From an optimization exercise on the open Yosys and OpenROAD flow, aimed at small area; shortcuts taken in it are not production practice. The RTL was checked by simulation tests, not by an equivalence proof against the original design. The flow treats the clock pin as an ideal source, which a real chip does not have. Power is estimated from default activity; no workload was simulated.

$ cat flow/flow/run.sh
#!/bin/bash
# The standard layout, with the smallest plain buffer on the ports, a
# clock tree of small buffers without dummy loads, and combinational cells
# at their smallest drive strength before repair_design.
set -euo pipefail
export BUFFER_PORTS_ARGS="-buffer_cell sky130_fd_sc_hd__buf_1"
export CTS_ARGS="-sink_clustering_enable -repair_clock_nets -dont_use_dummy_load -root_buf sky130_fd_sc_hd__clkbuf_16 -buf_list sky130_fd_sc_hd__clkbuf_4"
export PRE_RESIZE_TCL="$PWD/flow/downsize.tcl"
bash standard.sh > standard.log 2>&1
$ cat flow/flow/downsize.tcl
# Before repair_design: put every combinational cell that synthesis sized
# up at the smallest drive strength of its function; repair_design then
# fixes whatever slew or capacitance that leaves out of limits.
set skip {dfxtp edfxtp dfrtp dfstp dfxbp sdfxtp clkbuf clkinv clkdlybuf4s50 conb tapvpwrvgnd}
set n 0
foreach inst [[ord::get_db_block] getInsts] {
  set mname [[$inst getMaster] getName]
  if {![regexp {^sky130_fd_sc_hd__(.+)_([0-9]+)$} $mname -> base drv]} { continue }
  if {[lsearch -exact $skip $base] >= 0} { continue }
  if {$drv <= 1} { continue }
  foreach d {0 1} {
    if {$d >= $drv} { break }
    set cells [get_lib_cells -quiet */sky130_fd_sc_hd__${base}_$d]
    if {[llength $cells] > 0 && ![sta::is_dont_use [lindex $cells 0]]} {
      replace_cell [get_cells [$inst getName]] [lindex $cells 0]
      incr n
      break
    }
  }
}
puts "downsize: $n cells"
$ cat flow/standard.sh
#!/bin/bash
# synth_recipe.tcl (not shown) runs the flow's synth.tcl, then flattens the netlist and writes it again
# the make line also repeats each setting of config.mk as NAME=value (left out here)
make -C /OpenROAD-flow-scripts/flow DESIGN_CONFIG=/design/flow/config.mk WORK_HOME=/design/flow/orfs CLKGATE_MAP_FILE= SYNTH_SCRIPT=/design/flow/synth_recipe.tcl "${@:-finish}"
$ cat flow/config.mk
export PLATFORM = sky130hd
export DESIGN_NAME = fdc_mapper
export DESIGN_NICKNAME = fdc_mapper
export VERILOG_FILES = /design/flow/design.v
export SDC_FILE = /design/flow/constraint.sdc
export NUM_CORES = 4
export LEC_CHECK = 0
export CAP_MARGIN = 20
export CORE_MARGIN = 2
export CORE_UTILIZATION = 40
export SLEW_MARGIN = 20
$ cat flow/constraint.sdc
create_clock -name core_clock -period 25.0 [get_ports {clk}]
set_input_delay 5.0000 -clock core_clock [delete_from_list [all_inputs] [get_ports {clk}]]
set_output_delay 5.0000 -clock core_clock [all_outputs]
set_load 0.01 [all_outputs]
$ cat flow/design.v
module fdc_mapper (
    input             clk,
    input             rst,           
    input             req_valid,
    output            req_ready,
    input      [7:0]  heads,
    input      [15:0] tracks,
    input      [15:0] spt,           
    input      [15:0] first_sector,
    input      [15:0] sector_size,
    input             interleaved,
    input             sides_swapped,
    input             reverse_side0,
    input             reverse_side1,
    input      [7:0]  track,
    input             side,
    input      [7:0]  sector,
    output reg        rsp_valid,
    output     [63:0] offset,
    output     [1:0]  err,           
    output            past_end       
);
    reg        busy;
    reg [2:0]  op;
    reg [5:0]  j;
    assign req_ready = ~busy;
    wire take = req_valid & ~busy;
    wire long_op = (op[1] & op[0]) | (op[2] & op[1]);    
    wire op_end  = long_op ? (j == 6'd40) : (j == 6'd24);
    wire first   = (j == 6'd0);
    wire ext     = (j > 6'd24);                           
    wire done    = busy & op_end & (op == 3'd7);
    always @(posedge clk) begin
        if (rst) begin
            busy      <= 1'b0;
            rsp_valid <= 1'b0;
        end else begin
            rsp_valid <= done;
            if (take)
                busy <= 1'b1;
            else if (done)
                busy <= 1'b0;
        end
        if (rst | ~busy | op_end)
            j <= 6'd0;
        else
            j <= j + 6'd1;
        if (rst | ~busy)
            op <= 3'd0;
        else if (op_end)
            op <= op + 3'd1;
    end
    reg [7:0]  H, TRK, D;
    reg [15:0] S, SS;
    reg        sp, rev, inter, below;
    wire       sp_in = side ^ sides_swapped;
    always @(posedge clk) begin
        if (~busy) begin
            H     <= heads;
            S     <= spt;
            SS    <= sector_size;
            TRK   <= track;
            D     <= sm[7:0];
            below <= ~cy[8] | (|first_sector[15:8]);
            sp    <= sp_in;
            rev   <= sp_in ? reverse_side1 : reverse_side0;
            inter <= interleaved;
        end
    end
    wire e1   = sp & ~(|H);
    wire ssnz = |SS;
    reg  qneg, sx;
    wire nneg = sx;
    reg [56:0] R;
    wire tap = R[16];
    wire sp0 = first & sp;
    wire rot = ~j[5] & ~j[4];                      
    wire op_tp = ~op[1] & ~op[0];                  
    wire op_xn = ~op[1] &  op[0];                  
    wire op_nq = (op == 3'd2);
    wire op_q  = (op == 3'd3);
    wire op_n  = (op == 3'd6);
    wire op_p  = (op == 3'd7);
    wire b = busy & (op_tp & (rev | first))
           | (op_xn & tap)
           | (op_nq & tt)
           | (op_q  & (ext ? sx : ~tap))
           | (op_n  & (ext ? sx : tap))
           | (op_p  & R[0] & ~e1 & ~below & ~nneg);
    wire tt  = rot & R[0];                         
    wire cin = ~busy
             | (op_tp & rev & tt)
             | (op_xn & (inter ? sp0 : sp & tt))
             | (op_nq & ~tap);
    wire        g_trk = b & op_tp;
    wire        g_h   = b & ((op_xn & inter) | op_nq);
    wire        g_one = b & op_xn & ~inter;
    wire        g_s   = b & (op_q | op_n);
    wire        g_ss  = b & op_p;
    wire [15:0] bm = ({16{g_trk}} & {8'd0, TRK})
                   | ({16{g_h}}   & {8'd0, H})
                   | {15'd0, g_one}
                   | ({16{g_s}}   & S)
                   | ({16{g_ss}}  & SS)
                   | ({16{~busy}} & {8'd0, ~first_sector[7:0]});
    wire        c_d = first & (op_q | op_n);
    wire [15:0] A = ({16{~first}} & R[56:41])
                  | ({16{c_d}} & {8'd0, D})
                  | ({16{~busy}} & {8'd0, sector});
    wire [16:0] cy;
    wire [15:0] sm;
    assign cy[0] = cin;
    genvar i;
    generate
        for (i = 0; i < 16; i = i + 1) begin : g_add
            assign sm[i]   = A[i] ^ bm[i] ^ cy[i];
            assign cy[i+1] = (A[i] & bm[i]) | (A[i] & cy[i]) | (bm[i] & cy[i]);
        end
    endgenerate
    wire [16:0] sum = {cy[16], sm};
    always @(posedge clk) begin
        R[56:16] <= {sum, R[40:17]};
        if (~busy)
            R[15:0] <= tracks;
        else if (op[2] & op[1] | rot)
            R[15:0] <= {(op[2] & op[1]) ? R[16] : R[0], R[15:1]};
        if ((op_q | op_n) & (j == 6'd24)) sx <= b;
        if (op_n & op_end) sx <= sum[0];
        if (op_q & op_end) qneg <= sum[0];
    end
    assign offset   = {7'd0, R[56:0]};
    assign err      = e1 ? 2'd1 : below ? 2'd2 : (nneg & ssnz) ? 2'd3 : 2'd0;
    assign past_end = ~e1 & ~below & ~qneg & ssnz;
endmodule
==> results.toml, run 1 <==
[synthesis]
synthesis.area_mm2 = 0.00531
yosysTopAreaCell = "edfxtp_1"
ys_async_sr_fraction_pct = 0
ys_ff_latch = 130
yosys.cell_types.count = 58
synth_enable_flop_cells = 78
avgSynthCellArea_um2 = 13.7
yosys-top-cells-area = "edfxtp_1, dfxtp_1, fa_1"
synth_ff_type = "edfxtp_1"
synth_top_cell_area_share_pct = 44.1
synth-seq-area-share_pct = 63.7
synthCells = 387
yosysWarningCount = 1

[run_status]
status = "aborted with a tool error"
stop_error = "Error: resize.tcl, 5 invalid command name \"sta::is_dont_use\""
failing_step = "placement repair"

[floorplanning]
start_util_pct = 40.6
die_y_um = 119
die_w_um = 119
rows = 42
io_pins = 165

[placed_design]
io_buffer_count = 157
gp_congestion = 0.807
## stage by stage
stage                   cells  setup WS, ps  hold slack [ps]
after global placement    705         14530              334
after floorplan           393         14950              382
## cells by family after synthesis
kind of cell               share of synthesized area (%)
buffers and inverters                               4.19
xor gates and xnor gates                           0.990
other                                             0.0706
adders and majority gates                           7.92
DFF                                                 63.7
and+or+nand+nor                                     9.35
AOI/OAI and AO/OA                                   9.42
muxes                                               4.36
## power groups by stage
stage	clock (µW)	combinational (µW)	sequential, µW
3_3_place_gp	0	65.7	284
2_1_floorplan	0	28.0	293
## how the worst max path moves through the flow
| stage | startpoint | end | slack (ps) |
|---|---|---|---|
| after global placement | first_sector[0] | R[55]$_DFF_P_ | 14530 |
| after floorplan | sector[0] | R[55]$_DFF_P_ | 14950 |
## synthesized netlist by cell type (all sizes together), types with 2 or more instances
cell type	n
xnor2	3
dfxtp	52
inv	20
edfxtp	78
and2	2
nand2	39
a221oi	8
nor3	2
nand3	6
a21oi	5
a22oi	7
ha	8
or2	2
a211oi	2
buf	16
a31oi	2
nand4	2
nor3b	3
mux2	17
nand2b	4
nor2	33
a2bb2oi	7
a22o	7
xor2	3
and2b	2
nor4	6
clkbuf	7
fa	16
mux2i	4
o31ai	2
a221o	7
==> run 2: changes to the inputs <==
--- a/flow/flow/downsize.tcl
+++ b/flow/flow/downsize.tcl
@@ -13,3 +13,7 @@
     set cells [get_lib_cells -quiet */sky130_fd_sc_hd__${base}_$d]
-    if {[llength $cells] > 0 && ![sta::is_dont_use [lindex $cells 0]]} {
+    set ok [expr {[llength $cells] > 0}]
+    foreach pat $::env(DONT_USE_CELLS) {
+      if {[string match $pat sky130_fd_sc_hd__${base}_$d]} { set ok 0 }
+    }
+    if {$ok} {
       replace_cell [get_cells [$inst getName]] [lindex $cells 0]
==> run 2 against run 1 <==
The run now finishes clean; synthesized cell count stayed put; area after synthesis did not move.
==> results.toml, run 2 <==
[power_and_ir_drop]
p_switching_uw = 117
p_seq_share_pct = 63.2
total_power_uw = 443
p_sw_share_pct = 26.4
power_density_mw_per_mm2 = 72.0
pwr-share-clk_pct = 22.1
leakage_uw = 0.00222
p_comb_share_pct = 14.7
ir_drop_mv = 0.0634
p_int_uw = 326

[clock_tree]
clock-root-buffer = "clkbuf_16"
numCtsBuffers = 17
postCtsSetupRepairBufs = 0
clock_latency_ps = 370
cts_hold_buf = 0
cts_buffer_depth = 2
cts_resized = 0
clock-sinks = 130
clk_pin_slew_ps = 110
cts_tree = "built"
h-tree-depth = 4

[synthesis]
yosysWarningCount = 1
yosysTopAreaCell = "edfxtp_1"
synth-simple-area-share_pct = 9.35
synth_common_cells = "edfxtp_1, dfxtp_1, nand2_1"
yosysMostFrequentCell = "edfxtp_1"
synth-seq-area-share_pct = 63.7
synth_ff_type = "edfxtp_1"
avgSynthCellArea_um2 = 13.7
yosys.cell_types.count = 58
synth_top_family_by_area = "compound AO/OA/AOI/OAI gates"
synth_enable_flop_cells = 78
yosys-top-cells-area = "edfxtp_1, dfxtp_1, fa_1"
synth-adder-area-share_pct = 7.92
ys_async_sr_fraction_pct = 0
synthMuxAreaShare_pct = 4.36
ys_ff_latch = 130
synthXorXnorAreaFrac_pct = 0.989
synthesis.area_mm2 = 0.00531
synth_top_cell_area_share_pct = 44.1
synth_compound_area_share_pct = 9.42
synthCells = 387

[cells_and_area]
largest_reg_flops = 57
fin_cells = 724
post_route_cells_drive_above_1_share_pct = 4.20
fillers = 1246
layout_commonest_cell = "buf_1"
area.growth.synth_to_final_pct = 15.8
reg_top3 = "R: 57 flops, SS: 16 flops, S: 16 flops"
n_antenna_cell = 0
most-common-layout-cells = "buf_1, edfxtp_1, dfxtp_1, nand2_1, nor2_1"
fin_util_pct = 47.0
largest-register = "R"
nNetsFinal = 670

[sta]
setup_slack_ps = 14820
tns_ps = 0
finalHoldViolCount = 0
max_freq_mhz = 98.2
final_max_slew_viol_count = 0
finClkSkew_ps = 46.4
tightest_slew_ps = 929
finalSetupViolCount = 0
rsz0062_at_grt = "no"
finalCritPeriodShare_pct = 40.7
fin_crit_ps = 10190
relSlewSlack_pct = 37.9

[drt]
wirelength_um = 11600
vias = 3490
ant_nets = 0
wire_per_inst_um = 16.0
drc = 0
first_iter_violations = 231
vias_per_cell = 4.82
first_pass_iters = 4

[global_route]
grt_use_total_pct = 17.3
grt_max_degree = 34
grt_use_met2_pct = 26.3
gr-usage-met3_pct = 6.94
antenna_found_initial = 0
grt_pass1_vias = 3525
met1_usage_pct = 22.6
grt_overflow = 0
grt.busiest_layer = "met2"
grt_first_pass_wirelength_um = 18200

[run_status]
status = "no timing/DRC/antenna violations"

[placed_design]
dp_hpwl_um = 8720
place_ws_ps = 14430
io_buffer_count = 157
dp_cells = 707
gp_congestion = 0.807

[critical_path]
startpoint_type = "primary input"
critical_path_buf_inv_count = 4
required_ps = 25210
critPathMaxStageDelay_ps = 460
path_common_cell = "fa_1"
crit_family = "adder cells"
critPathCaptureType = "flop"
crit_chain = "buf_1, a221oi_1, fa_1, inv_1, fa_1, fa_1, fa_1, fa_1, fa_1, fa_1, fa_1, inv_1, fa_1, fa_1, fa_1, fa_1, fa_1, fa_1, fa_1, inv_1, fa_1"
cp_slowest_cell = "fa_1"
reg2regPathDepth = 24
path_depth = 21
arrival_ps = 10390
path_class = "in2reg"
path_max_fanout = 2

[floorplanning]
die_y_um = 119
core_mm2 = 0.0131
start_util_pct = 40.6
die_area_mm2 = 0.0142
io_pins = 165
die_w_um = 119
rows = 42

[min_path]
hold_path_class = "reg2reg"
hold_path_depth = 0

[job]
cap_viol_max_count = 0
-- run 2: cell counts after synthesis --
No cell type changed its count.
-- run 2: area by class of cell --
cell class,count,area (µm²),share of cell area (%)
Tap cell,176,220,3.58
Inverter,21,78.8,1.28
Multi-Input combinational cell,219,1680,27.4
Sequential cell,130,3380,55.0
Clock buffer,17,145,2.36
Timing Repair Buffer,161,638,10.4
-- run 2: metrics by stage --
stage / hold WS (ps) / instance area, µm²
after floorplan: 382 / 5330
after global placement: 334 / 6010
after detailed placement: 338 / 6000
after CTS: 329 / 6150
after global routing: 332 / 6150
final: 326 / 6150
-- run 2: kinds of logic (layout without fill, tap and decap cells) --
group | after synthesis | after routing
xor+xnor | 6 | 6
compound gates | 55 | 55
buf+inv | 44 | 199
mux | 21 | 21
simple gates | 106 | 106
fa+ha+maj | 24 | 24
flops | 130 | 130
other cells | 1 | 7
-- run 2: worst paths after layout --
path	from	to	slack [ps]
min	R[19]$_DFF_P_	R[18]$_DFF_P_	330
min reg2reg	R[19]$_DFF_P_	R[18]$_DFF_P_	330
max	sector[0]	R[55]$_DFF_P_	14820
max reg2reg	busy$_SDFFE_PP0P_	R[55]$_DFF_P_	17350
-- run 2: power groups by stage --
stage | clock [µW] | combinational [µW] | sequential, µW
floorplan | 0 | 28.0 | 293
global placement | 0 | 65.7 | 284
detailed placement | 0 | 65.6 | 285
CTS | 104 | 65.9 | 280
global route | 112 | 72.4 | 284
finish | 97.9 | 65.0 | 280
-- run 2: layer usage --
metal  vias to the layer above  wire length, µm
li1                       1703                -
met1                      1650             5160
met2                       133             5510
met3                         4              864
met4                         0               73
met5                         -                0
==> run 3: changes to the inputs <==
==> flow/flow/run.sh (replaced) <==
#!/bin/bash
# The standard layout, with the smallest plain buffer on the ports and a
# clock tree of small buffers without dummy loads; leaf buffers with a
# high clock slew are upsized after CTS.
set -euo pipefail
export BUFFER_PORTS_ARGS="-buffer_cell sky130_fd_sc_hd__buf_1"
export CTS_ARGS="-sink_clustering_enable -repair_clock_nets -dont_use_dummy_load -root_buf sky130_fd_sc_hd__clkbuf_16 -buf_list sky130_fd_sc_hd__clkbuf_4"
export POST_CTS_TCL="$PWD/flow/post_cts.tcl"
bash standard.sh > standard.log 2>&1
==> flow/flow/post_cts.tcl (new file) <==
estimate_parasitics -placement
set up 0
foreach inst [get_cells -filter "ref_name == sky130_fd_sc_hd__clkbuf_4"] {
  set out [get_pins -of_objects $inst -filter "direction == output"]
  set worst 0
  foreach p [get_pins -of_objects [get_nets -of_objects $out] -filter "direction == input"] {
    foreach e {rise fall} {
      set s [get_property $p slew_max_$e]
      if {$s > $worst} { set worst $s }
    }
  }
  if {$worst > 95e-12} {
    replace_cell $inst [lindex [get_lib_cells */sky130_fd_sc_hd__clkbuf_8] 0]
    incr up
  }
}
puts "post_cts: $up clock buffers upsized"
if {$up > 0} {
  detailed_placement
  check_placement -verbose
  estimate_parasitics -placement
}
removed: flow/flow/downsize.tcl
==> run 3 against run 2 <==
Register-to-register slack worse by 20 ps; sequential share of layout area down 0.98 points; clock power up 32%; largest cell class unchanged; power up 7.4%; critical endpoint unchanged; combinational power up 1%; still clean; largest power group unchanged.
==> results.toml, run 3 <==
[min_path]
hold_path_class = "reg2reg"

[drt]
wirelength_um = 11600
first_pass_iters = 5
first_iter_violations = 207
ant_nets = 0
drc = 0
vias = 3495
wire_per_inst_um = 16.1
vias_per_cell = 4.84

[synthesis]
ys_async_sr_fraction_pct = 0
yosys.cell_types.count = 58
yosysMostFrequentCell = "edfxtp_1"
synth_top_cell_area_share_pct = 44.1
synth_common_cells = "edfxtp_1, dfxtp_1, nand2_1"
synthesis.area_mm2 = 0.00531
yosys-top-cells-area = "edfxtp_1, dfxtp_1, fa_1"
synthCells = 387
synth_ff_type = "edfxtp_1"
ys_ff_latch = 130
avgSynthCellArea_um2 = 13.7
yosysTopAreaCell = "edfxtp_1"
synth_enable_flop_cells = 78
yosysWarningCount = 1
synth-seq-area-share_pct = 63.7

[critical_path]
path_max_fanout = 2
path_class = "in2reg"
arrival_ps = 10410
crit_chain = "buf_1, nor2_1, a21oi_1, fa_1, inv_1, fa_1, fa_1, fa_1, fa_1, fa_1, fa_1, fa_1, inv_1, fa_1, fa_1, fa_1, fa_1, fa_1, fa_1, fa_1, inv_1, fa_1"
startpoint_type = "primary input"
required_ps = 25230
critical_path_buf_inv_count = 4
path_common_cell = "fa_1"
critPathCaptureType = "flop"
critPathMaxStageDelay_ps = 440
crit_family = "adder cells"
cp_slowest_cell = "fa_1"

[sta]
final_max_slew_viol_count = 0
finalCritPeriodShare_pct = 40.7
finalHoldViolCount = 0
relSlewSlack_pct = 39.0
finClkSkew_ps = 22.4
finalSetupViolCount = 0
fin_crit_ps = 10180
tns_ps = 0
rsz0062_at_grt = "no"
tightest_slew_ps = 913
max_freq_mhz = 98.2
hold_ws_ps = 346

[clock_tree]
clock-sinks = 130
clk_pin_slew_ps = 60
clock_latency_ps = 370
cts_tree = "built"

[floorplanning]
core_mm2 = 0.0131
die_y_um = 119
rows = 42
die_w_um = 119
start_util_pct = 40.6
io_pins = 165
die_area_mm2 = 0.0142

[global_route]
grt_pass1_vias = 3526
grt_overflow = 0
antenna_found_initial = 0
grt_first_pass_wirelength_um = 18100
grt_max_degree = 45
grt_use_total_pct = 17.3

[placed_design]
dp_hpwl_um = 8590
gp_congestion = 0.807
io_buffer_count = 157

[cells_and_area]
layout_commonest_cell = "buf_1"
n_antenna_cell = 0
post_route_cells_drive_above_1_share_pct = 8.42
reg_top3 = "R: 57 flops, SS: 16 flops, S: 16 flops"
most-common-layout-cells = "buf_1, edfxtp_1, dfxtp_1, nand2_1, nor2_1"
largest-register = "R"
nNetsFinal = 668
area.growth.synth_to_final_pct = 17.9
largest_reg_flops = 57

[job]
cap_viol_max_count = 0

[run_status]
status = "no timing/DRC/antenna violations"

[power_and_ir_drop]
total_power_uw = 475
power_density_mw_per_mm2 = 76.0
leakage_uw = 0.00225
ir_drop_mv = 0.0766
-- run 3: metrics by stage --
step	cell area (µm²)	util, %	setup WS, ps	std cells
after floorplan	5330	-	14950	393
after global routing	6260	47.8	14620	722
after detailed placement	6010	46.0	14400	705
after global placement	6010	46.0	14530	705
final	6260	47.8	14820	722
-- run 3: final timing paths --
check,start,to,slack (ps),cells past startpoint
max reg2reg,op[1]$_SDFFE_PP0P_,R[55]$_DFF_P_,17330,25
max,first_sector[0],R[55]$_DFF_P_,14820,22
min,R[20]$_DFF_P_,R[19]$_DFF_P_,350,0
min reg2reg,R[20]$_DFF_P_,R[19]$_DFF_P_,350,0
-- run 3: kinds of logic (layout without fill, tap and decap cells) --
family / after synthesis / count (layout) / synth area share [%]
flops: 130 / 130 / 63.7
simple gates: 106 / 106 / 9.35
compound gates: 55 / 55 / 9.42
buf+inv: 44 / 197 / 4.19
fa+ha+maj: 24 / 24 / 7.92
mux: 21 / 21 / 4.36
xor+xnor: 6 / 6 / 0.990
other cells: 1 / 7 / 0.0706
-- run 3: area by class of cell --
type | instances | area (µm²)
inverters | 21 | 78.8
flip-flops and latches | 130 | 3380
multi-input cells | 219 | 1730
repair buffers | 159 | 604
fillers | 1228 | 6830
well taps | 176 | 220
clock buffers | 17 | 245
-- run 3: per-layer routing --
layer / vias to the layer above / wire, µm / track usage [%]
li1: 1697 / - / -
met1: 1642 / 5100 / 22.3
met2: 145 / 5480 / 26.6
met3: 11 / 909 / 6.61
met4: 0 / 140 / 5.88
met5: - / 0 / 0
-- run 3: report_power, final --
group          internal (µW)  total [µW]  switching, µW
sequential               265         280           15.7
combinational           25.3        65.8           40.5
clock                   63.8         129           65.4
total                    354         475            122
==> run 4: changes to the inputs <==
--- a/flow/flow/post_cts.tcl
+++ b/flow/flow/post_cts.tcl
@@ -1,2 +1,3 @@
 estimate_parasitics -placement
+# slews are in ns
 set up 0
@@ -11,3 +12,3 @@
   }
-  if {$worst > 95e-12} {
+  if {$worst > 0.095} {
     replace_cell $inst [lindex [get_lib_cells */sky130_fd_sc_hd__clkbuf_8] 0]
==> run 4 against run 3 <==
Worst hold slack worse by 22 ps; worst setup slack hardly changed; cell area shrank 1.2%; via count grew 0.37%; combinational power barely moved; utilization is 0.57 points lower; clock power shrank 19%; fmax about the same.
==> results.toml, run 4 <==
[synthesis]
synth_enable_flop_cells = 78
ys_async_sr_fraction_pct = 0
synth_ff_type = "edfxtp_1"
yosys-top-cells-area = "edfxtp_1, dfxtp_1, fa_1"
synth-seq-area-share_pct = 63.7
synth_common_cells = "edfxtp_1, dfxtp_1, nand2_1"
yosysTopAreaCell = "edfxtp_1"
yosys.cell_types.count = 58
synthCells = 387
yosysMostFrequentCell = "edfxtp_1"
avgSynthCellArea_um2 = 13.7
ys_ff_latch = 130
yosysWarningCount = 1
synth_top_cell_area_share_pct = 44.1
synthesis.area_mm2 = 0.00531

[job]
cap_viol_max_count = 0

[sta]
final_max_slew_viol_count = 0
max_freq_mhz = 98.2
relSlewSlack_pct = 36.7
finalSetupViolCount = 0
fin_crit_ps = 10180
finalCritPeriodShare_pct = 40.7
tightest_slew_ps = 948
finClkSkew_ps = 26.8
rsz0062_at_grt = "no"
tns_ps = 0
hold_ws_ps = 323
finalHoldViolCount = 0

[power_and_ir_drop]
leakage_uw = 0.00222
p_int_uw = 333
p_seq_share_pct = 62.1
p_switching_uw = 117
power_density_mw_per_mm2 = 72.8
p_comb_share_pct = 14.6
pwr-share-clk_pct = 23.3
ir_drop_mv = 0.0765
p_sw_share_pct = 26.0

[critical_path]
arrival_ps = 10410
rr_startpoint = "op[1]$_SDFFE_PP0P_"
crit_chain = "buf_1, nor2_1, a21oi_1, fa_1, inv_1, fa_1, fa_1, fa_1, fa_1, fa_1, fa_1, fa_1, inv_1, fa_1, fa_1, fa_1, fa_1, fa_1, fa_1, fa_1, inv_1, fa_1"
critPathCaptureType = "flop"
r2r_setup_slack_ps = 17310
cp_slowest_cell = "fa_1"
critPathMaxStageDelay_ps = 450
path_class = "in2reg"
required_ps = 25230
startpoint_type = "primary input"
timing.rr.end = "R[55]$_DFF_P_"
path_common_cell = "fa_1"
reg2regPathDepth = 25
path_max_fanout = 2

[cells_and_area]
nNetsFinal = 668
area.growth.synth_to_final_pct = 16.4
fillers = 1244
layout_commonest_cell = "buf_1"
post_route_cells_drive_above_1_share_pct = 8.42
n_antenna_cell = 0
multi_input_area_mm2 = 0.00173
largest_reg_flops = 57
most-common-layout-cells = "buf_1, edfxtp_1, dfxtp_1, nand2_1, nor2_1"
reg_top3 = "R: 57 flops, SS: 16 flops, S: 16 flops"
largest-register = "R"
regArea_mm2 = 0.00338

[min_path]
hold_path_depth = 0
min_from = "R[21]$_DFF_P_"
hold_path_class = "reg2reg"
min_to = "R[20]$_DFF_P_"

[clock_tree]
clk_pin_slew_ps = 90
clock_latency_ps = 350
cts_tree = "built"
clock-sinks = 130

[floorplanning]
rows = 42
io_pins = 165
die_area_mm2 = 0.0142
die_y_um = 119
die_w_um = 119
core_mm2 = 0.0131
start_util_pct = 40.6

[drt]
ant_nets = 0
wire_per_inst_um = 16.0
first_pass_iters = 4
drc = 0
vias = 3508
first_iter_violations = 226
wirelength_um = 11600
vias_per_cell = 4.86

[global_route]
grt_overflow = 0
grt_pass1_vias = 3505
grt_first_pass_wirelength_um = 18000
antenna_found_initial = 0
grt_max_degree = 45
grt_use_total_pct = 17.1

[placed_design]
dp_hpwl_um = 8590
gp_congestion = 0.807
io_buffer_count = 157

[run_status]
status = "no timing/DRC/antenna violations"
## run 4: cell counts after synthesis
No cell type changed its count.
## run 4: power groups by stage
stage / clock, µW / combinational, µW / sequential [µW]
final: 105 / 65.7 / 280
after global routing: 119 / 72.8 / 284
after detailed placement: 0 / 66.5 / 285
after global placement: 0 / 65.7 / 284
after floorplan: 0 / 28.0 / 293
## run 4: cells by family (layout without fill, tap and decap cells)
kind of cell | after synthesis | in the layout | synth area share, %
simple gates | 106 | 106 | 9.35
fa+ha+maj | 24 | 24 | 7.92
compound gates | 55 | 55 | 9.42
mux | 21 | 21 | 4.36
xor+xnor | 6 | 6 | 0.990
buf+inv | 44 | 197 | 4.19
flops | 130 | 130 | 63.7
other cells | 1 | 7 | 0.0706
## run 4: per-stage QoR
step	worst slack (ps)	util [%]	power (µW)	area (µm²)	std cells
after global routing	14620	47.3	476	6180	722
after detailed placement	14400	46.0	351	6010	705
after global placement	14530	46.0	350	6010	705
final	14820	47.3	451	6180	722
after floorplan	14950	-	321	5330	393
## run 4: layout make-up
type | count | area share, %
sequential | 130 | 54.7
inverter | 21 | 1.27
timing repair buffer | 159 | 9.77
tap | 176 | 3.56
multi-input combinational | 219 | 27.9
clock buffer | 17 | 2.75
## run 4: critical path, delay by kind of cell
| family | cells | cell delay, ps |
|---|---|---|
| compound gates | 1 | 110 |
| fa+ha+maj | 16 | 4900 |
| buf+inv | 4 | 300 |
| simple gates | 1 | 130 |
## run 4: worst max-delay path by stage
stage                                from            end  slack (ps)  cells past startpoint
after floorplan                 sector[0]  R[55]$_DFF_P_       14950                     20
after detailed placement  first_sector[0]  R[55]$_DFF_P_       14400                     22
after global routing      first_sector[0]  R[55]$_DFF_P_       14620                     22
after global placement    first_sector[0]  R[55]$_DFF_P_       14530                     22
final                     first_sector[0]  R[55]$_DFF_P_       14820                     22
## run 4: per-layer routing
layer  share of wire, %  global-route usage, %  vias to the layer above
li1                   -                      -                     1699
met1                 45                   22.3                     1659
met2                 47                   26.5                      137
met3                7.2                   6.03                       13
met4                1.2                   5.65                        0
met5                  0                      0                        -
==> run 5: changes to the inputs <==
--- a/flow/design.v
+++ b/flow/design.v
@@ -56,2 +56,4 @@
     wire       sp_in = side ^ sides_swapped;
+    wire [16:0] cy;
+    wire [15:0] sm;
     always @(posedge clk) begin
@@ -109,4 +111,2 @@
                   | ({16{~busy}} & {8'd0, sector});
-    wire [16:0] cy;
-    wire [15:0] sm;
     assign cy[0] = cin;
==> run 5 against run 4 <==
Die area unchanged; cell area is the same; critical path type unchanged; critical path depth unchanged; sequential power hardly changed; register-to-register slack better by 50 ps; worst hold slack improved by 15 ps; cell count stayed put; first-iteration DRC count is 5.8% lower; fmax up 0.30%; non-clock buffer count did not move; worst setup slack better by 30 ps.
==> results.toml, run 5 <==
[sta]
tns_ps = 0
finalSetupViolCount = 0
finalHoldViolCount = 0
tightest_slew_ps = 931
max_freq_mhz = 98.5
finClkSkew_ps = 27.0
hold_ws_ps = 338
rsz0062_at_grt = "no"
relSlewSlack_pct = 37.8
fin_crit_ps = 10150
finalCritPeriodShare_pct = 40.6
final_max_slew_viol_count = 0

[synthesis]
synthCells = 387
synth-seq-area-share_pct = 63.7
ys_async_sr_fraction_pct = 0
ys_ff_latch = 130
yosysWarningCount = 1
synth_ff_type = "edfxtp_1"
yosys.cell_types.count = 58
synth_enable_flop_cells = 78
avgSynthCellArea_um2 = 13.7
yosys-top-cells-area = "edfxtp_1, dfxtp_1, fa_1"
yosysTopAreaCell = "edfxtp_1"
synth_common_cells = "edfxtp_1, dfxtp_1, nand2_1"
yosysMostFrequentCell = "edfxtp_1"
synth_top_cell_area_share_pct = 44.1
synthesis.area_mm2 = 0.00531

[placed_design]
dp_hpwl_um = 8910
gp_congestion = 0.778
io_buffer_count = 157

[cells_and_area]
largest-register = "R"
n_antenna_cell = 0
most-common-layout-cells = "buf_1, edfxtp_1, dfxtp_1, nand2_1, nor2_1"
nNetsFinal = 668
area.growth.synth_to_final_pct = 16.4
post_route_cells_drive_above_1_share_pct = 8.42
reg_top3 = "R: 57 flops, SS: 16 flops, S: 16 flops"
largest_reg_flops = 57
layout_commonest_cell = "buf_1"

[floorplanning]
start_util_pct = 40.6
die_area_mm2 = 0.0142
rows = 42
die_y_um = 119
io_pins = 165
core_mm2 = 0.0131
die_w_um = 119

[critical_path]
crit_family = "adder cells"
arrival_ps = 10410
path_class = "in2reg"
crit_chain = "buf_1, nor2_1, a21oi_1, fa_1, inv_1, fa_1, fa_1, fa_1, fa_1, fa_1, fa_1, fa_1, inv_1, fa_1, fa_1, fa_1, fa_1, fa_1, fa_1, fa_1, inv_1, fa_1"
path_depth = 22
critPathMaxStageDelay_ps = 440
cp-startpoint = "first_sector[0]"
timing.rr.end = "R[55]$_DFF_P_"
endpoint = "R[55]$_DFF_P_"
path_common_cell = "fa_1"
critical_path_buf_inv_count = 4
path_max_fanout = 2
rr_startpoint = "op[1]$_SDFFE_PP0P_"
reg2regPathDepth = 25
cp_slowest_cell = "fa_1"
r2r_setup_slack_ps = 17360
required_ps = 25250
critPathCaptureType = "flop"
startpoint_type = "primary input"

[clock_tree]
clock-sinks = 130
clock_latency_ps = 360
cts_tree = "built"
clk_pin_slew_ps = 90

[drt]
ant_nets = 0
route.met2.wl_um = 5590
wl_met1_um = 5090
drc = 0
dr_wl_met3_um = 948
vias = 3519
vias_per_cell = 4.87
top_layer = "met4"
wire_per_inst_um = 16.4
first_iter_violations = 213
first_pass_iters = 4
wirelength_um = 11900

[global_route]
grt_overflow = 0
grt_first_pass_wirelength_um = 18600
grt_use_total_pct = 17.6
grt_max_degree = 54
antenna_found_initial = 0
grt_pass1_vias = 3584

[power_and_ir_drop]
power_density_mw_per_mm2 = 73.3
leakage_uw = 0.00222
ir_drop_mv = 0.0470
total_power_uw = 453

[run_status]
status = "no timing/DRC/antenna violations"

[min_path]
hold_path_class = "reg2reg"

[job]
cap_viol_max_count = 0
[run 5: cell counts in the layout (fill, tap and decap cells not counted)]
No cell type changed its count.
[run 5: area by class of cell]
class | count | area (µm²)
Sequential cell | 130 | 3380
Fill cell | 1238 | 6900
Tap cell | 176 | 220
Timing Repair Buffer | 159 | 604
Clock buffer | 17 | 170
Multi-Input combinational cell | 219 | 1730
Inverter | 21 | 78.8
[run 5: worst min path at each step]
stage,startpoint,endpoint,cells after the start
finish,R[33]$_DFF_P_,R[32]$_DFF_P_,0
global route,R[17]$_DFF_P_,R[16]$_DFF_P_,0
detailed placement,R[22]$_DFF_P_,R[21]$_DFF_P_,0
global placement,R[20]$_DFF_P_,R[19]$_DFF_P_,0
floorplan,R[17]$_DFF_P_,R[16]$_DFF_P_,0
[run 5: power by group]
group / internal (µW) / switching, µW / leakage, µW
Sequential: 264 / 16.0 / 0.00122
Clock: 43.9 / 63.4 / 0.0000963
Combinational: 25.3 / 40.4 / 0.000903
Total: 334 / 120 / 0.00222
[run 5: cells by family after synthesis]
kind of cell | count (synthesis) | synth area share (%)
multiplexers | 21 | 4.36
flip-flops | 130 | 63.7
XOR/XNOR | 6 | 0.990
adder cells (fa/ha/maj) | 24 | 7.92
buffers and inverters | 44 | 4.19
AND/OR/NAND/NOR | 106 | 9.35
AO/OA/AOI/OAI | 55 | 9.42
other | 1 | 0.0706
[run 5: worst register-to-register path, stage by stage, from the launching register on]
cell and delay, ps:
dfxtp_1 430, ha_1 280, ha_1 740, nor4b_1 380, a211oi_2 160, o31ai_4 220
a21oi_1 220, fa_1 440, inv_1 90, fa_1 190, fa_1 190, fa_1 190
fa_1 180, fa_1 190, fa_1 190, fa_1 210, inv_1 60, fa_1 380
fa_1 390, fa_1 390, fa_1 390, fa_1 390, fa_1 390, fa_1 360
inv_1 80, fa_1 410
[run 5: per-stage QoR]
step                util, %  area (µm²)  setup slack [ps]  cells
floorplan                 -        5330             14950    393
global placement       46.0        6010             14540    705
detailed placement     46.0        6010             14450    705
global route           47.3        6180             14570    722
finish                 47.3        6180             14850    722
[run 5: layer usage]
metal | up-vias | track usage [%]
li1 | 1700 | -
met1 | 1646 | 22.3
met2 | 153 | 27.4
met3 | 20 | 5.80
met4 | 0 | 7.66
met5 | - | 0
==> run 6: changes to the inputs <==
--- a/flow/flow/run.sh
+++ b/flow/flow/run.sh
@@ -6,3 +6,3 @@
 export BUFFER_PORTS_ARGS="-buffer_cell sky130_fd_sc_hd__buf_1"
-export CTS_ARGS="-sink_clustering_enable -repair_clock_nets -dont_use_dummy_load -root_buf sky130_fd_sc_hd__clkbuf_16 -buf_list sky130_fd_sc_hd__clkbuf_4"
+export CTS_ARGS="-repair_clock_nets -dont_use_dummy_load -root_buf sky130_fd_sc_hd__clkbuf_16 -buf_list sky130_fd_sc_hd__clkbuf_4"
 export POST_CTS_TCL="$PWD/flow/post_cts.tcl"
==> run 6 against run 5 <==
Still clean on timing, DRC and antenna; flip-flop and latch count stayed put; register-to-register slack hardly changed; cell count stayed put; power stayed put; cell area stayed put; worst hold slack stayed put; clock skew stayed put; global-route usage stayed put; via count stayed put; sequential share of layout area stayed put; critical endpoint unchanged; largest power group unchanged.
==> results.toml, run 6 <==
[drt]
wirelength_um = 11900
drc = 0
vias_per_cell = 4.87
vias = 3519
wire_per_inst_um = 16.4
ant_nets = 0
first_iter_violations = 213
first_pass_iters = 4

[cells_and_area]
reg_top3 = "R: 57 flops, SS: 16 flops, S: 16 flops"
fin_cells = 722
area.growth.synth_to_final_pct = 16.4
nNetsFinal = 668
layout_commonest_cell = "buf_1"
most-common-layout-cells = "buf_1, edfxtp_1, dfxtp_1, nand2_1, nor2_1"
largest-register = "R"
n_antenna_cell = 0
largest_reg_flops = 57
post_route_cells_drive_above_1_share_pct = 8.42

[critical_path]
required_ps = 25250
critPathCaptureType = "flop"
endpoint = "R[55]$_DFF_P_"
path_class = "in2reg"
timing.rr.end = "R[55]$_DFF_P_"
cp-startpoint = "first_sector[0]"
startpoint_type = "primary input"
path_max_fanout = 2
reg2regPathDepth = 25
rr_startpoint = "op[1]$_SDFFE_PP0P_"
arrival_ps = 10410
r2r_setup_slack_ps = 17360

[placed_design]
dp_cells = 705
dp_hpwl_um = 8910
gp_congestion = 0.778
io_buffer_count = 157

[synthesis]
ys_async_sr_fraction_pct = 0
yosysWarningCount = 1
yosys-top-cells-area = "edfxtp_1, dfxtp_1, fa_1"
yosysMostFrequentCell = "edfxtp_1"
yosys.cell_types.count = 58
yosysTopAreaCell = "edfxtp_1"
synth-seq-area-share_pct = 63.7
synthCells = 387
synth_common_cells = "edfxtp_1, dfxtp_1, nand2_1"
synthesis.area_mm2 = 0.00531
ys_ff_latch = 130
avgSynthCellArea_um2 = 13.7
synth_top_cell_area_share_pct = 44.1
synth_ff_type = "edfxtp_1"
synth_enable_flop_cells = 78

[sta]
finalSetupViolCount = 0
tns_ps = 0
finalHoldViolCount = 0
final_max_slew_viol_count = 0
rsz0062_at_grt = "no"
relSlewSlack_pct = 37.8
tightest_slew_ps = 931
finalCritPeriodShare_pct = 40.6
fin_crit_ps = 10150
max_freq_mhz = 98.5
finClkSkew_ps = 27.0

[power_and_ir_drop]
leakage_uw = 0.00222
p_seq_share_pct = 61.8
power_density_mw_per_mm2 = 73.3
p_sw_share_pct = 26.4
p_switching_uw = 120
ir_drop_mv = 0.0470
p_int_uw = 334
pwr-share-clk_pct = 23.7
p_comb_share_pct = 14.5

[floorplanning]
core_mm2 = 0.0131
rows = 42
die_y_um = 119
die_area_mm2 = 0.0142
io_pins = 165
die_w_um = 119
start_util_pct = 40.6

[clock_tree]
cts_tree = "built"
clock_latency_ps = 360
clk_pin_slew_ps = 90
clock-sinks = 130

[global_route]
grt_pass1_vias = 3584
antenna_found_initial = 0
grt_first_pass_wirelength_um = 18600
grt_overflow = 0
grt_max_degree = 54
grt_use_total_pct = 17.6

[run_status]
status = "no timing/DRC/antenna violations"

[min_path]
hold_path_depth = 0
hold_path_class = "reg2reg"

[job]
cap_viol_max_count = 0
run 6: power by group through the flow:
stage | registers (µW) | clock network, µW | logic [µW]
2_1_floorplan | 293 | 0 | 28.0
3_3_place_gp | 284 | 0 | 65.5
3_5_place_dp | 285 | 0 | 66.4
5_1_grt | 285 | 120 | 72.4
6_report | 280 | 107 | 65.7
run 6: metrics by stage:
| stage | power [µW] | setup slack (ps) | hold slack (ps) | util, % | instance area (µm²) |
|---|---|---|---|---|---|
| global placement | 350 | 14540 | 334 | 46.0 | 6010 |
| floorplan | 321 | 14950 | 382 | - | 5330 |
| detailed placement | 352 | 14450 | 337 | 46.0 | 6010 |
| finish | 453 | 14850 | 338 | 47.3 | 6180 |
| global route | 477 | 14570 | 350 | 47.3 | 6180 |
run 6: worst min-delay path by stage:
stage / startpoint / slack [ps] / end
final: R[33]$_DFF_P_ / 340 / R[32]$_DFF_P_
after global routing: R[17]$_DFF_P_ / 350 / R[16]$_DFF_P_
after detailed placement: R[22]$_DFF_P_ / 340 / R[21]$_DFF_P_
after global placement: R[20]$_DFF_P_ / 330 / R[19]$_DFF_P_
after floorplan: R[17]$_DFF_P_ / 380 / R[16]$_DFF_P_
run 6: worst max-delay path, stage by stage:
cell and delay [ps]:
buf_1 70, nor2_1 140, a21oi_1 90, fa_1 440, inv_1 90, fa_1 190, fa_1 190, fa_1 190
fa_1 180, fa_1 190, fa_1 190, fa_1 210, inv_1 60, fa_1 380, fa_1 390, fa_1 390
fa_1 390, fa_1 390, fa_1 390, fa_1 360, inv_1 80, fa_1 410
run 6: cell families after synthesis:
kind of cell / after synthesis / synth area share [%]
and+or+nand+nor: 106 / 9.35
xor gates and xnor gates: 6 / 0.990
muxes: 21 / 4.36
other: 1 / 0.0706
buffers and inverters: 44 / 4.19
DFF: 130 / 63.7
AOI/OAI and AO/OA: 55 / 9.42
adders and majority gates: 24 / 7.92
run 6: cell type report:
type | instances | area (µm²)
Fill cell | 1238 | 6900
Sequential cell | 130 | 3380
Multi-Input combinational cell | 219 | 1730
Timing Repair Buffer | 159 | 604
Tap cell | 176 | 220
Clock buffer | 17 | 170
Inverter | 21 | 78.8
run 6: per-layer routing:
metal / vias to the layer above / wire length (µm) / track usage, %
met4: 0 / 245 / 7.66
li1: 1700 / - / -
met3: 20 / 948 / 5.80
met1: 1646 / 5090 / 22.3
met5: - / 0 / 0
met2: 153 / 5590 / 27.4
==> run 7: changes to the inputs <==
--- a/flow/flow/run.sh
+++ b/flow/flow/run.sh
@@ -6,3 +6,3 @@
 export BUFFER_PORTS_ARGS="-buffer_cell sky130_fd_sc_hd__buf_1"
-export CTS_ARGS="-repair_clock_nets -dont_use_dummy_load -root_buf sky130_fd_sc_hd__clkbuf_16 -buf_list sky130_fd_sc_hd__clkbuf_4"
+export CTS_ARGS="-sink_clustering_enable -sink_clustering_size 20 -sink_clustering_max_diameter 120 -sink_clustering_levels 1 -repair_clock_nets -dont_use_dummy_load -root_buf sky130_fd_sc_hd__clkbuf_16 -buf_list sky130_fd_sc_hd__clkbuf_4"
 export POST_CTS_TCL="$PWD/flow/post_cts.tcl"
==> run 7 against run 6 <==
First-iteration DRC count did not move; power did not move; utilization is the same; worst hold slack stayed put; flip-flop and latch count stayed put; area after synthesis unchanged; critical path depth did not move; worst setup slack did not move; sequential share of layout area did not move; via count did not move.
==> results.toml, run 7 <==
[global_route]
grt_use_total_pct = 17.6
antenna_found_initial = 0
grt_pass1_vias = 3584
grt_max_degree = 54
gr-usage-met3_pct = 5.80
met1_usage_pct = 22.3
grt_use_met2_pct = 27.4
grt_overflow = 0
grt_first_pass_wirelength_um = 18600
grt.busiest_layer = "met2"

[clock_tree]
cts_tree = "built"
clock_latency_ps = 360
clock-sinks = 130
clk_pin_slew_ps = 90

[cells_and_area]
fillers = 1238
most-common-layout-cells = "buf_1, edfxtp_1, dfxtp_1, nand2_1, nor2_1"
largest_reg_flops = 57
regArea_mm2 = 0.00338
reg_top3 = "R: 57 flops, SS: 16 flops, S: 16 flops"
multi_input_area_mm2 = 0.00173
area.growth.synth_to_final_pct = 16.4
fin_area_mm2 = 0.00618
nNetsFinal = 668
layout_commonest_cell = "buf_1"
post_route_cells_drive_above_1_share_pct = 8.42
largest-register = "R"
n_antenna_cell = 0

[synthesis]
synthesis.area_mm2 = 0.00531
ys_ff_latch = 130
avgSynthCellArea_um2 = 13.7
synthMuxAreaShare_pct = 4.36
synth_top_family_by_area = "compound AO/OA/AOI/OAI gates"
synth-adder-area-share_pct = 7.92
yosysTopAreaCell = "edfxtp_1"
yosys.cell_types.count = 58
synth-seq-area-share_pct = 63.7
synth_top_cell_area_share_pct = 44.1
ys_async_sr_fraction_pct = 0
synthXorXnorAreaFrac_pct = 0.989
synth-simple-area-share_pct = 9.35
yosysMostFrequentCell = "edfxtp_1"
synth_ff_type = "edfxtp_1"
synth_common_cells = "edfxtp_1, dfxtp_1, nand2_1"
yosys-top-cells-area = "edfxtp_1, dfxtp_1, fa_1"
synthCells = 387
synth_enable_flop_cells = 78
yosysWarningCount = 1
synth_compound_area_share_pct = 9.42

[power_and_ir_drop]
total_power_uw = 453
p_comb_share_pct = 14.5
p_sw_share_pct = 26.4
p_switching_uw = 120
leakage_uw = 0.00222
ir_drop_mv = 0.0470
p_int_uw = 334
p_seq_share_pct = 61.8
pwr-share-clk_pct = 23.7
power_density_mw_per_mm2 = 73.3

[sta]
finalCritPeriodShare_pct = 40.6
tns_ps = 0
finalSetupViolCount = 0
setup_slack_ps = 14850
relSlewSlack_pct = 37.8
rsz0062_at_grt = "no"
tightest_slew_ps = 931
max_freq_mhz = 98.5
final_max_slew_viol_count = 0
fin_crit_ps = 10150
finClkSkew_ps = 27.0
hold_ws_ps = 338
finalHoldViolCount = 0

[floorplanning]
start_util_pct = 40.6
die_area_mm2 = 0.0142
die_w_um = 119
core_mm2 = 0.0131
rows = 42
io_pins = 165
die_y_um = 119

[critical_path]
arrival_ps = 10410
path_class = "in2reg"
required_ps = 25250
path_max_fanout = 2
critPathCaptureType = "flop"
startpoint_type = "primary input"

[drt]
first_pass_iters = 4
vias_per_cell = 4.87
wire_per_inst_um = 16.4
vias = 3519
first_iter_violations = 213
drc = 0
wirelength_um = 11900
ant_nets = 0

[min_path]
hold_path_class = "reg2reg"

[placed_design]
dp_hpwl_um = 8910
io_buffer_count = 157
post_dp_cell_area_mm2 = 0.00601
place_ws_ps = 14450
gp_congestion = 0.778

[job]
cap_viol_max_count = 0

[run_status]
status = "no timing/DRC/antenna violations"
[run 7: layer usage]
| layer | wire [µm] | part of all wire (%) | vias up |
|---|---|---|---|
| li1 | - | - | 1700 |
| met1 | 5090 | 43 | 1646 |
| met2 | 5590 | 47 | 153 |
| met3 | 948 | 8.0 | 20 |
| met4 | 245 | 2.1 | 0 |
| met5 | 0 | 0 | - |
[run 7: cells by family after synthesis]
| logic type | count (synthesis) |
|---|---|
| adder cells (fa/ha/maj) | 24 |
| buffers and inverters | 44 |
| XOR/XNOR | 6 |
| flip-flops | 130 |
| other | 1 |
| AND/OR/NAND/NOR | 106 |
| multiplexers | 21 |
| AO/OA/AOI/OAI | 55 |
[run 7: final timing paths]
check | from | to | slack (ps) | depth (start not counted)
setup reg to reg | op[1]$_SDFFE_PP0P_ | R[55]$_DFF_P_ | 17360 | 25
hold reg to reg | R[33]$_DFF_P_ | R[32]$_DFF_P_ | 340 | 0
hold / removal | R[33]$_DFF_P_ | R[32]$_DFF_P_ | 340 | 0
setup / recovery | first_sector[0] | R[55]$_DFF_P_ | 14850 | 22
[run 7: worst max-delay path, cell delays in order]
cell and delay, ps:
buf_1 70, nor2_1 140, a21oi_1 90, fa_1 440, inv_1 90, fa_1 190, fa_1 190, fa_1 190
fa_1 180, fa_1 190, fa_1 190, fa_1 210, inv_1 60, fa_1 380, fa_1 390, fa_1 390
fa_1 390, fa_1 390, fa_1 390, fa_1 360, inv_1 80, fa_1 410
[run 7: area by class of cell]
type,count,area share [%]
flip-flops and latches,130,54.7
inverters,21,1.27
repair buffers,159,9.77
well taps,176,3.56
multi-input cells,219,27.9
clock buffers,17,2.75
[run 7: metrics by stage]
step / util, % / cells
floorplan: - / 393
global placement: 46.0 / 705
detailed placement: 46.0 / 705
global route: 47.3 / 722
finish: 47.3 / 722
[run 7: power groups by stage]
stage / combinational, µW / sequential (µW) / clock (µW)
2_1_floorplan: 28.0 / 293 / 0
5_1_grt: 72.4 / 285 / 120
6_report: 65.7 / 280 / 107
3_5_place_dp: 66.4 / 285 / 0
3_3_place_gp: 65.5 / 284 / 0

static timing again, ports no longer ideal:
The flow's constraints put no driver on any port. The routed layouts listed below were extracted and timed again, unchanged, in two steps. Step 1, drivers: a clkbuf_16 drives clk and a buf_2 each remaining input, both assumed. Step 2 also shifts input and output timing later by t, the mid clock arrival at the registers, as if the neighbouring blocks saw the same clock. Slacks: no drivers / after step 1 / after step 2; pairs: no drivers / after step 1.
run	t, ns	setup WS [ns]	hold slack, ns	clock arrival spread, ns	worst register clock-pin slew, ns
run 2	0.386	14.815 / 14.831 / 14.444	0.326 / 0.326 / 0.326	0.046 / 0.047	0.12 / 0.12
run 3	0.395	14.816 / 14.833 / 14.438	0.346 / 0.346 / 0.346	0.024 / 0.024	0.08 / 0.08
run 4	0.380	14.815 / 14.834 / 14.454	0.323 / 0.323 / 0.323	0.028 / 0.028	0.09 / 0.09
run 5	0.390	14.845 / 14.862 / 14.472	0.338 / 0.338 / 0.338	0.027 / 0.027	0.09 / 0.09
run 6	0.390	14.845 / 14.862 / 14.472	0.338 / 0.338 / 0.338	0.027 / 0.027	0.09 / 0.09
run 7	0.390	14.845 / 14.862 / 14.472	0.338 / 0.338 / 0.338	0.027 / 0.027	0.09 / 0.09
After both steps every run listed still meets setup and hold. The setup slack of run 3, which loses most, moves by +0.017 ns with the drivers and by -0.378 ns with both steps.
